Context: an optimization exercise on an open-source flow, tuned for small area, a short achievable clock period and few clock cycles. The choices shown serve that exercise and are no tape-out recipe. No functional check of the RTL was part of any run shown here. Power is estimated from default activity; no workload was simulated.

==> flow/design.v <==
module nibble_packer #(
    parameter BMAX = 64
) (
    input  wire       clk,
    input  wire       rst,      
    input  wire       sel,
    input  wire       we,
    input  wire [7:0] addr,
    input  wire [7:0] wdata,
    output wire [7:0] rdata,
    output wire       ready
);
    localparam NMAX = 2 * BMAX;
    localparam [1:0] OP_NOP    = 2'd0;
    localparam [1:0] OP_PACK   = 2'd1;
    localparam [1:0] OP_UNPACK = 2'd2;
    localparam [1:0] OP_CLEAR  = 2'd3;
    localparam [1:0] E_NONE        = 2'd0;
    localparam [1:0] E_INVALID_LEN = 2'd1;
    localparam [1:0] E_LEN_RANGE   = 2'd2;
    localparam [1:0] E_ILLEGAL_CMD = 2'd3;
    reg [7:0]          cmd_q;
    reg [7:0]          len_q;
    reg                done_q;
    reg [1:0]          ecode_q;
    reg [7:0]          olen_q;
    reg [8*BMAX-1:0]   byte_q;    
    reg [4*NMAX-1:0]   nib_q;     
    reg [7:0]          pa_q;      
    reg                fm_q;      
    reg [7:0]          rd_q;      
    wire hit    = ~fm_q & (addr == pa_q);
    assign ready = we | hit;
    assign rdata = rd_q;
    wire wr     = sel & we;
    wire rd_hit = sel & ~we & hit;
    wire rd_mis = sel & ~we & ~hit & ~fm_q;
    wire wr_cmd = wr & (addr == 8'h00);
    wire wr_len = wr & (addr == 8'h01);
    wire       c_illegal = (wdata[7:3] != 5'd0);
    wire [1:0] c_op      = wdata[1:0];
    wire       c_zs      = wdata[2];
    wire pack_odd     = len_q[0];
    wire pack_range   = (len_q > NMAX);
    wire unpack_range = (len_q > BMAX);
    wire is_nop    = wr_cmd & ~c_illegal & (c_op == OP_NOP);
    wire is_pack   = wr_cmd & ~c_illegal & (c_op == OP_PACK);
    wire is_unpack = wr_cmd & ~c_illegal & (c_op == OP_UNPACK);
    wire is_clear  = wr_cmd & ~c_illegal & (c_op == OP_CLEAR);
    wire pack_ok   = is_pack & ~pack_odd & ~pack_range;
    wire unpack_ok = is_unpack & ~unpack_range;
    reg [1:0] cmd_ecode;
    always @(*) begin
        if (c_illegal)
            cmd_ecode = E_ILLEGAL_CMD;
        else if (c_op == OP_PACK && pack_odd)
            cmd_ecode = E_INVALID_LEN;
        else if (c_op == OP_PACK && pack_range)
            cmd_ecode = E_LEN_RANGE;
        else if (c_op == OP_UNPACK && unpack_range)
            cmd_ecode = E_LEN_RANGE;
        else
            cmd_ecode = E_NONE;
    end
    always @(posedge clk) begin
        if (rst) begin
            cmd_q   <= 8'h00;
            len_q   <= 8'h00;
            done_q  <= 1'b0;
            ecode_q <= E_NONE;
            olen_q  <= 8'h00;
        end else begin
            if (wr_len)
                len_q <= wdata;
            if (wr_cmd) begin
                cmd_q   <= wdata;
                done_q  <= 1'b1;
                ecode_q <= cmd_ecode;
                if (pack_ok)
                    olen_q <= len_q >> 1;
                else if (unpack_ok)
                    olen_q <= len_q << 1;
                else if (!is_nop)
                    olen_q <= 8'h00;    
                if (is_clear)
                    len_q <= 8'h00;
            end
        end
    end
    wire zero_b = rst | is_clear | (unpack_ok & c_zs);    
    wire zero_n = rst | is_clear | (pack_ok & c_zs);      
    wire [BMAX-1:0] b_pk, b_w, b_h;
    wire [NMAX-1:0] n_uk, n_w, n_h;
    wire [8*BMAX-1:0] byte_d;
    wire [4*NMAX-1:0] nib_d;
    genvar g;
    generate
        for (g = 0; g < BMAX; g = g + 1) begin : bcell
            assign b_pk[g] = pack_ok & (g < (len_q >> 1));
            assign b_w[g]  = wr & (addr == 8'h40 + g);
            assign b_h[g]  = ~(pack_ok | zero_b | b_w[g]);
            np_sel3 #(.W(8)) u_sel (
                .a(b_pk[g]), .x({nib_q[8*g +: 4], nib_q[8*g+4 +: 4]}),
                .b(b_w[g]),  .y(wdata),
                .c(b_h[g]),  .z(byte_q[8*g +: 8]),
                .o(byte_d[8*g +: 8]));
        end
        for (g = 0; g < NMAX; g = g + 1) begin : ncell
            assign n_uk[g] = unpack_ok & ((g >> 1) < len_q);
            assign n_w[g]  = wr & (addr == 8'h80 + g);
            assign n_h[g]  = ~(unpack_ok | zero_n | n_w[g]);
            np_sel3 #(.W(4)) u_sel (
                .a(n_uk[g]), .x((g % 2 == 0) ? byte_q[8*(g/2) + 4 +: 4] : byte_q[8*(g/2) +: 4]),
                .b(n_w[g]),  .y(wdata[3:0]),
                .c(n_h[g]),  .z(nib_q[4*g +: 4]),
                .o(nib_d[4*g +: 4]));
        end
    endgenerate
    always @(posedge clk) begin
        byte_q <= byte_d;
        nib_q  <= nib_d;
    end
    wire [7:0] status_q = {4'b0000, ecode_q, (ecode_q != E_NONE), done_q};
    wire [7:0] fa = fm_q ? pa_q : pa_q + 8'd1;    
    wire [BMAX-1:0] rs_b;
    wire [NMAX-1:0] rs_n;
    wire [7:0] rb;
    wire [3:0] rn;
    generate
        for (g = 0; g < BMAX; g = g + 1) begin : rsb
            assign rs_b[g] = (fa == 8'h40 + g);
        end
        for (g = 0; g < NMAX; g = g + 1) begin : rsn
            assign rs_n[g] = (fa == 8'h80 + g);
        end
    endgenerate
    np_aomux #(.N(BMAX), .W(8)) u_rb (.s(rs_b), .d(byte_q), .o(rb));
    np_aomux #(.N(NMAX), .W(4)) u_rn (.s(rs_n), .d(nib_q), .o(rn));
    reg [7:0] fdata;
    always @(*) begin
        case (fa)
            8'h00: fdata = cmd_q;
            8'h01: fdata = len_q;
            8'h02: fdata = status_q;
            8'h03: fdata = olen_q;
            8'h04: fdata = BMAX[7:0];
            default: fdata = rb | {4'b0000, rn};
        endcase
    end
    always @(posedge clk) begin
        if (rst) begin
            pa_q <= 8'h00;
            fm_q <= 1'b0;
            rd_q <= 8'h00;
        end else if (wr) begin
            pa_q <= 8'h02;
            fm_q <= 1'b0;
            rd_q <= wr_cmd ? {4'b0000, cmd_ecode, (cmd_ecode != E_NONE), 1'b1} : status_q;
        end else if (fm_q | rd_hit) begin
            pa_q <= fa;
            fm_q <= 1'b0;
            rd_q <= fdata;
        end else if (rd_mis) begin
            pa_q <= addr;
            fm_q <= 1'b1;
        end
    end
endmodule
module np_sel3 #(
    parameter W = 8
) (
    input  wire         a,
    input  wire         b,
    input  wire         c,
    input  wire [W-1:0] x,
    input  wire [W-1:0] y,
    input  wire [W-1:0] z,
    output wire [W-1:0] o
);
    assign o = ({W{a}} & x) | ({W{b}} & y) | ({W{c}} & z);
endmodule
module np_aomux #(
    parameter N = 64,
    parameter W = 8
) (
    input  wire [N-1:0]   s,
    input  wire [N*W-1:0] d,
    output reg  [W-1:0]   o
);
    integer i;
    always @(*) begin
        o = {W{1'b0}};
        for (i = 0; i < N; i = i + 1)
            o = o | ({W{s[i]}} & d[W*i +: W]);
    end
endmodule
==> flow/run.sh <==
#!/bin/bash
# synth_recipe.tcl (not shown) runs the flow's synth.tcl, then flattens the netlist and writes it again
# the make line also repeats each setting of config.mk as NAME=value (left out here)
make -C /OpenROAD-flow-scripts/flow DESIGN_CONFIG=/design/flow/config.mk WORK_HOME=/design/flow/orfs CLKGATE_MAP_FILE= SYNTH_SCRIPT=/design/flow/synth_recipe.tcl finish
==> flow/config.mk <==
export PLATFORM = sky130hd
export DESIGN_NAME = nibble_packer
export DESIGN_NICKNAME = nibble_packer
export VERILOG_FILES = /design/flow/design.v
export SDC_FILE = /design/flow/constraint.sdc
export NUM_CORES = 4
export LEC_CHECK = 0
export ABC_CLOCK_PERIOD_IN_PS = 4000
export CAP_MARGIN = 20
export CORE_MARGIN = 2
export CORE_UTILIZATION = 35
export SETUP_SLACK_MARGIN = 3.4
export SLEW_MARGIN = 20
export SYNTH_HIERARCHICAL = 1
==> flow/constraint.sdc <==
create_clock -name core_clock -period 7.5 [get_ports {clk}]
set_input_delay 1.5000 -clock core_clock [delete_from_list [all_inputs] [get_ports {clk}]]
set_output_delay 1.5000 -clock core_clock [all_outputs]
set_load 0.01 [all_outputs]
==> summary.txt, run 1 <==
status=no timing/DRC/antenna violations; routed len/inst=40.12 microns; Reg2Reg Depth=16; Critical Path AT=5.15 ns; crit path setup slack, layout=3.014 ns; wire length on met2=109700 microns; Setup WS pre-CTS=1.581 ns; Slew @ Worst Pin=1.332 ns; maximum vdd drop=0.0002194 V; Met1 Wirelength=100800 microns; Post-synth EDFFs=0; crit path max fanout=8; clock tree buffer depth=3; CTS tree=yes; placer congestion estimate=1.114; async set-reset flop share out of synthesis=0; fmax=0.2229 GHz; number of routed nets with antenna violations=0; die area=139900 sq um; Hold WC Path Type=reg2reg; max_slew headroom=0.1085; fin nets=5264; grt total ovfl=0; CTS HTree Levels=3; core box area=135600 sq um; routed length on met3=47190 microns; Port Buf Inserts=28; Syn Nets=5259; DIE HEIGHT=374.1 microns; First-pass DRT Iterations=17; Starting Density=0.3534; Initial DRC Count=15780; Final Hold Vio Count=0; maxcap violations=0; Reg clk slew, reported paths=0.07 ns; post-synthesis register bit count=1068; P&R area growth vs syn=18.98%; Critical Path RT=8.16 ns; first-pass GRT wire length=382100 microns; commonest non-fill, non-tap cell in the layout=dfxtp_1; hpwl dp=202700 microns; mapped cell area=47940 sq um; sequential area share after synthesis=0.4460; DRC=0; Synth top area share=0.4460; die width=374.1 microns; Hold Path Depth=2; Cells after Synth=5238; final setup fails=0; critical path type=reg2reg; most frequent cells in the layout=dfxtp_1, inv_1, a222oi_1; Yosys cell types=80; vias per cell=7.400; largest net degree at the start of global routing=145; TNS Setup=0 ns; vias in the first global route=45620; PwrDens=217.3 nW/um^2; RSZ-0062 raised after global routing=yes; CTS sink cnt=1068; proportion of layout cells with a drive suffix above 1=0.1538; Main synth FF type=dfxtp_1; startpoint class of the critical path=flip-flop; initial antenna violation count=15; synthesis warning total=9; Num CTS Buffers=116; Tmin final=4.486 ns; Top Layer Used=met5; Finished Cell Area=57040 sq um; final wirelength=286100 microns; Root Driver=clkbuf_16; Placed Area=49800 sq um; Slew Limit Fails=0; top cells by area, synth=dfxtp_1, a222oi_1, inv_1; Boundary Pins=29; Total Routing Usage GR=0.3867; via count=52760; period utilization=0.5981; Mapped Avg Cell Area=9.152 sq um; # rows=135; Leakage=0.02703 uW; Synth area leader=dfxtp_1; Layout Skew=0.06692 ns; critical path endpoint category=flip-flop; Skew-Pair Late Insertion Delay=0.81 ns
-- final cells by class --
cell class | instances | area (sq um)
diodes | 11 | 27.53
clock buffers | 176 | 3471
clock inverters | 37 | 528.0
fillers | 13180 | 78600
inverters | 1042 | 3911
multi-input cells | 2800 | 23450
flip-flops and latches | 1068 | 21400
well taps | 1781 | 2228
repair buffers | 215 | 2017
-- synthesized netlist by cell type (16+ instances only) --
cell / number
buf_4: 20
o21ai_0: 30
nand4_1: 77
buf_2: 35
inv_1: 1041
nor2_1: 657
a221oi_2: 16
nand3_1: 40
a21oi_1: 125
a222oi_1: 1027
clkbuf_2: 131
nand2_1: 96
a22oi_1: 87
buf_6: 21
clkbuf_1: 104
a221oi_1: 202
a22o_1: 217
mux2i_1: 16
dfxtp_1: 1068
nor3_1: 18
-- critical path, cell delays in order, from the launching register on --
cell	delay [ns]
dfxtp_4	0.38
ha_4	0.19
nand3b_1	0.16
buf_4	0.17
nor2_1	0.07
a21oi_1	0.21
o22a_2	0.20
nand3b_1	0.14
buf_4	0.16
clkbuf_16	0.23
nor2_1	0.27
a221oi_2	0.45
nand4_1	0.38
or4_1	0.52
or2_2	0.35
a2111oi_4	0.34
a2111oi_2	0.09
-- metrics by stage --
stage	total power [uW]	util	instances	hold WS, ns
floorplan	6031	-	5238	0.4360
global placement	6328	0.3671	6827	0.4476
detailed placement	6328	0.3672	6828	0.4553
CTS	12330	0.4111	7090	0.4636
global route	12610	0.4203	7120	0.4910
finish	12390	0.4205	7130	0.4620
-- flip-flops by register name, summed over array words and instances (netlist names) --
name	count
fm_q	1
byte_q	512
pa_q	8
rd_q	8
done_q	1
ecode_q	2
olen_q	8
cmd_q	8
nib_q	512
len_q	8
-- report_power, final --
part / internal (uW) / switching [uW]
Combinational: 106 / 488
Sequential: 5680 / 21.6
Clock: 3530 / 2570
Total: 9320 / 3080
-- worst paths after layout --
check	start	end	slack (ns)
max	pa_q[0]$_SDFFE_PP0P_	rd_q[1]$_SDFFE_PP0P_	3.01
min	cmd_q[6]$_SDFFE_PP0N_	cmd_q[6]$_SDFFE_PP0N_	0.46
max reg2reg	pa_q[0]$_SDFFE_PP0P_	rd_q[1]$_SDFFE_PP0P_	3.01
min reg2reg	cmd_q[6]$_SDFFE_PP0N_	cmd_q[6]$_SDFFE_PP0N_	0.46
-- timing repair --
action / in CTS / in global routing
setup buffers: 48 / 28
cloned: 1 / 1
pin swaps: 33 / 47
gates resized for setup: 354 / 175
hold buffers: 0 / 0
endpoints found under the setup margin: 1033 / 693
-- cells by family (layout without fill, tap and decap cells) --
| group | Yosys count | count (layout) | synth area share |
|---|---|---|---|
| fa+ha+maj | 1 | 1 | 0.0002610 |
| flops | 1068 | 1068 | 0.4460 |
| simple gates | 1000 | 1000 | 0.09198 |
| compound gates | 1766 | 1766 | 0.3372 |
| xor+xnor | 13 | 13 | 0.002532 |
| other cells | 0 | 11 | 0 |
| mux | 20 | 20 | 0.005220 |
| buf+inv | 1370 | 1470 | 0.1168 |
-- per-layer routing --
metal / vias to the layer above / GRT usage
met5: - / 0.009949
met3: 1275 / 0.1662
met2: 5258 / 0.5242
met1: 25490 / 0.4812
li1: 20730 / -
met4: 12 / 0.2855
==> inputs of run 2 (changes only) <==
--- a/flow/design.v
+++ b/flow/design.v
@@ -30,2 +30,3 @@
     reg                fm_q;      
+    reg [7:0]          fa_q;      
     reg [7:0]          rd_q;      
@@ -123,3 +124,3 @@
     wire [7:0] status_q = {4'b0000, ecode_q, (ecode_q != E_NONE), done_q};
-    wire [7:0] fa = fm_q ? pa_q : pa_q + 8'd1;    
+    wire [7:0] fa = fa_q;
     wire [BMAX-1:0] rs_b;
@@ -152,2 +153,3 @@
             pa_q <= 8'h00;
+            fa_q <= 8'h01;
             fm_q <= 1'b0;
@@ -156,2 +158,3 @@
             pa_q <= 8'h02;
+            fa_q <= 8'h03;
             fm_q <= 1'b0;
@@ -159,3 +162,4 @@
         end else if (fm_q | rd_hit) begin
-            pa_q <= fa;
+            pa_q <= fa_q;
+            fa_q <= fa_q + 8'd1;
             fm_q <= 1'b0;
@@ -164,2 +168,3 @@
             pa_q <= addr;
+            fa_q <= addr;
             fm_q <= 1'b1;
==> run 2 against run 1 <==
  * Still clean on timing, DRC and antenna
  * Fmax grew 3.6%
  * Power is essentially flat
  * Die area shrank 0.46%
  * Hold slack lost 0.0048 ns
  * Non-clock buffer count shrank 25
  * Via count shrank 1.8%
  * Synthesized area shrank 0.47%
  * Combinational power is essentially flat
  * Sequential power grew 0.9%
  * Core utilization shrank 1.1 points
  * Highest routed layer unchanged
==> summary.txt, run 2 <==
status=no timing/DRC/antenna violations; met1 Usage GRT=0.4751 (-0.006099); most frequent cells in the layout=dfxtp_1, inv_1, a222oi_1; Yosys cell types=72 (-10%); TNS Setup=0 ns (unchanged); max_slew headroom=0.05174 (-0.05675); Boundary Pins=29 (unchanged); power share of the clock group=0.488 (-0.004); initial antenna violation count=22 (+7); Post-synth EDFFs=0 (unchanged); final wirelength=274600 microns (-4.0%); crit path max fanout=11 (+3); async set-reset flop share out of synthesis=0 (unchanged); critical path endpoint category=flip-flop; Starting Density=0.3522 (-0.001213); vias in the first global route=44720 (-2.0%); Reg2Reg Depth=11 (-5); Slew @ Worst Pin=1.418 ns (+0.08608 ns); RSZ-0062 raised after global routing=yes; CP max-delay cell=a221oi_1; CTS HTree Levels=3 (unchanged); Synth top area share=0.4515 (+0.005450); startpoint class of the critical path=flip-flop; routed len/inst=38.82 microns (-3.2%); sequential area share after synthesis=0.4515 (+0.005450); P&R area growth vs syn=16.35%; Leakage=0.02676 uW (-1.0%); Internal=9326 uW (about the same); DRC=0 (unchanged); Fillers=13370 (+1.4%); placer congestion estimate=1.065 (-4.5%); Slew Limit Fails=0 (unchanged); Hold WC Path Type=reg2reg; maximum vdd drop=0.0001719 V (-22%); First-pass DRT Iterations=15 (-2); Flop pwr share=0.464 (+0.004); post-synthesis register bit count=1076 (+0.75%); sw frac=0.2479 (-0.0003726); P_sw=3075 uW (-0.10%); CP dominant cell by count=or4_1; fin nets=5212 (-0.99%); vias per cell=7.324 (-1.0%); final setup fails=0 (unchanged); met2 usage=0.5025 (-0.02166); CTS sink cnt=1076 (+0.75%); Most Crowded Layer GR=met2; Cells after Synth=5218 (-0.38%); fin util=0.4098 (-0.01073); Critical Path AT=4.99 ns (-0.16 ns); proportion of layout cells with a drive suffix above 1=0.1269 (-0.02693); die area=139300 sq um (-0.46%); Reg clk slew, reported paths=0.06 ns (about the same); Num CTS Buffers=116 (unchanged); period utilization=0.5774 (-0.02073); Total Routing Usage GR=0.3703 (-0.01645); DIE HEIGHT=373.2 microns (-0.23%); critical path type=reg2reg; top cells by area, synth=dfxtp_1, a222oi_1, inv_1; Critical Path Max Stage Delay=0.96 ns (+0.44 ns); Post-synth top cells=dfxtp_1, inv_1, a222oi_1; cts hold-fix bufs=0 (unchanged); grt total ovfl=0 (unchanged); commonest non-fill, non-tap cell in the layout=dfxtp_1; Initial DRC Count=16500 (+4.6%); PwrDens=223.4 nW/um^2 (+2.8%); Port Buf Inserts=28 (unchanged); reg-to-reg startpoint=fa_q[5]$_SDFFE_PP0P_; Tot Pwr=12400 uW (about the same); Tmin final=4.330 ns (-0.1554 ns); via count=51810 (-1.8%); Critical Path, Cell by Cell=nor2b_2 > nand2_4 > buf_4 > nor2_1 > a22o_1 > a221oi_1 > nand4_1 > or4_1 > nor3_4 > or4_1 > o211ai_1; Main synth FF type=dfxtp_1; Largest regs=byte_q: 512 flops, nib_q: 512 flops; hold path endpoint=cmd_q[0]$_SDFFE_PP0N_; met3 usage=0.1425 (-0.02377); Critical Path RT=8.16 ns (about the same); top-count cell post-synth=dfxtp_1; die width=373.2 microns (-0.23%); hpwl dp=190400 microns (-6.0%); Comb pwr share=0.048 (about the same); core box area=135500 sq um (-0.12%); r2r setup slk=3.17 ns (+0.16 ns); largest net degree at the start of global routing=151 (+4.1%); CTS tree=yes; clock tree buffer depth=3 (unchanged); Hold Path Depth=2 (unchanged); Synth area leader=dfxtp_1; hold path start=cmd_q[0]$_SDFFE_PP0N_; Layout Skew=0.02955 ns (-0.03736 ns); maxcap violations=0 (unchanged); worst hold slack=0.4573 ns (-0.004767 ns); number of routed nets with antenna violations=0 (unchanged); Final Hold Vio Count=0 (unchanged); Skew-Pair Late Insertion Delay=0.79 ns (-0.02 ns); first-pass GRT wire length=368200 microns (-3.6%); mapped cell area=47710 sq um (-0.47%); Mapped Avg Cell Area=9.144 sq um (about the same); Syn Nets=5242 (-0.32%); Root Driver=clkbuf_16; synthesis warning total=9 (unchanged); # rows=135 (unchanged); r2r endpoint=rd_q[1]$_SDFFE_PP0P_; fmax=0.2309 GHz (+3.6%)
run 2: changes by cell type after synthesis, sizes merged, moves of 8 or more:
cell and change:
clkbuf +26, nor2 -19, nand2 -17, buf -16, a21oi -8, dfxtp +8
run 2: stage by stage:
stage	std cells	area [sq um]	worst slack, ns
after floorplan	5218	47730	3.465
after global placement	6795	49660	1.867
after detailed placement	6796	49690	1.794
after CTS	7040	54720	3.230
after global routing	7064	55490	3.103
final	7074	55510	3.170
run 2: kinds of logic (layout without fill, tap and decap cells):
family,Yosys count,after routing,share of synthesized area
buffers and inverters,1381,1444,0.1156
xor gates and xnor gates,8,8,0.001469
other,0,12,0
and+or+nand+nor,961,961,0.08787
DFF,1076,1076,0.4515
adders and majority gates,4,4,0.001049
muxes,19,19,0.003986
AOI/OAI and AO/OA,1769,1769,0.3385
run 2: layout make-up:
cell class	instances	area, sq um	area share
Antenna cell	12	30.03	0.0005409
Clock buffer	170	3440	0.06196
Clock inverter	41	475.5	0.008565
Inverter	1043	3915	0.07053
Multi-Input combinational cell	2761	22160	0.3992
Sequential cell	1076	21550	0.3882
Tap cell	1781	2228	0.04014
Timing Repair Buffer	190	1717	0.03092
run 2: critical path, delay by kind of cell, from the launching register on:
| family | cells | cell delay, ns |
|---|---|---|
| compound gates | 3 | 1.28 |
| buf+inv | 1 | 0.35 |
| flops | 1 | 0.52 |
| simple gates | 7 | 2.03 |
run 2: timing repair:
item | in CTS | in global routing
pin swaps | 12 | 13
setup endpoints to repair | 1033 | 952
cloned | 0 | 2
setup buffers | 33 | 18
gates resized for setup | 191 | 137
run 2: power groups by stage:
stage	logic, uW	registers [uW]	clock network, uW
finish	596	5750	6050
global route	585	5750	6280
CTS	531	5750	6050
detailed placement	513	5880	0
global placement	511	5880	0
floorplan	218	5860	0
run 2: metal layers:
| metal | up-vias | share of wire |
|---|---|---|
| li1 | 20600 | - |
| met2 | 5164 | 0.38 |
| met1 | 24870 | 0.35 |
| met5 | - | 0.0016 |
| met3 | 1137 | 0.17 |
| met4 | 32 | 0.091 |
run 2: how the worst max path moves through the flow:
stage                                     from                    to  slack (ns)  depth (start not counted)
final                     fa_q[5]$_SDFFE_PP0P_  rd_q[1]$_SDFFE_PP0P_        3.17                         11
after detailed placement               addr[0]   byte_q[285]$_DFF_P_        1.79                          8
after global routing                   addr[6]  fa_q[0]$_SDFFE_PP1P_        3.10                         25
after global placement                 addr[0]   byte_q[238]$_DFF_P_        1.87                          8
after floorplan                        addr[5]                 ready        3.46                          5
after CTS                              addr[2]                 ready        3.23                          6

what the ideal ports hide:
The flow's constraints put no driver on any port. The routed layouts listed below were extracted and timed again, unchanged, in two steps. Step 1 assumes that a clkbuf_16 drives the clock port and a buf_2 every other input. Step 2, shift: input delay + t, output delay - t, t = (earliest + latest rising clock arrival at the registers) / 2. This alone moves slack from input paths to output paths. Slacks: ideal / step 1 / step 2; pairs: ideal / step 1.
run	t, ns	setup WS [ns]	worst setup path at the end
run 1	0.864	3.014 / 3.014 / 2.466	input to register
run 2	0.858	3.170 / 3.170 / 2.405	input to register
After both steps setup and hold are still met in every run listed. For run 2, which loses most, drivers alone change the setup slack by 0.000 ns; drivers and shift together by -0.765 ns.
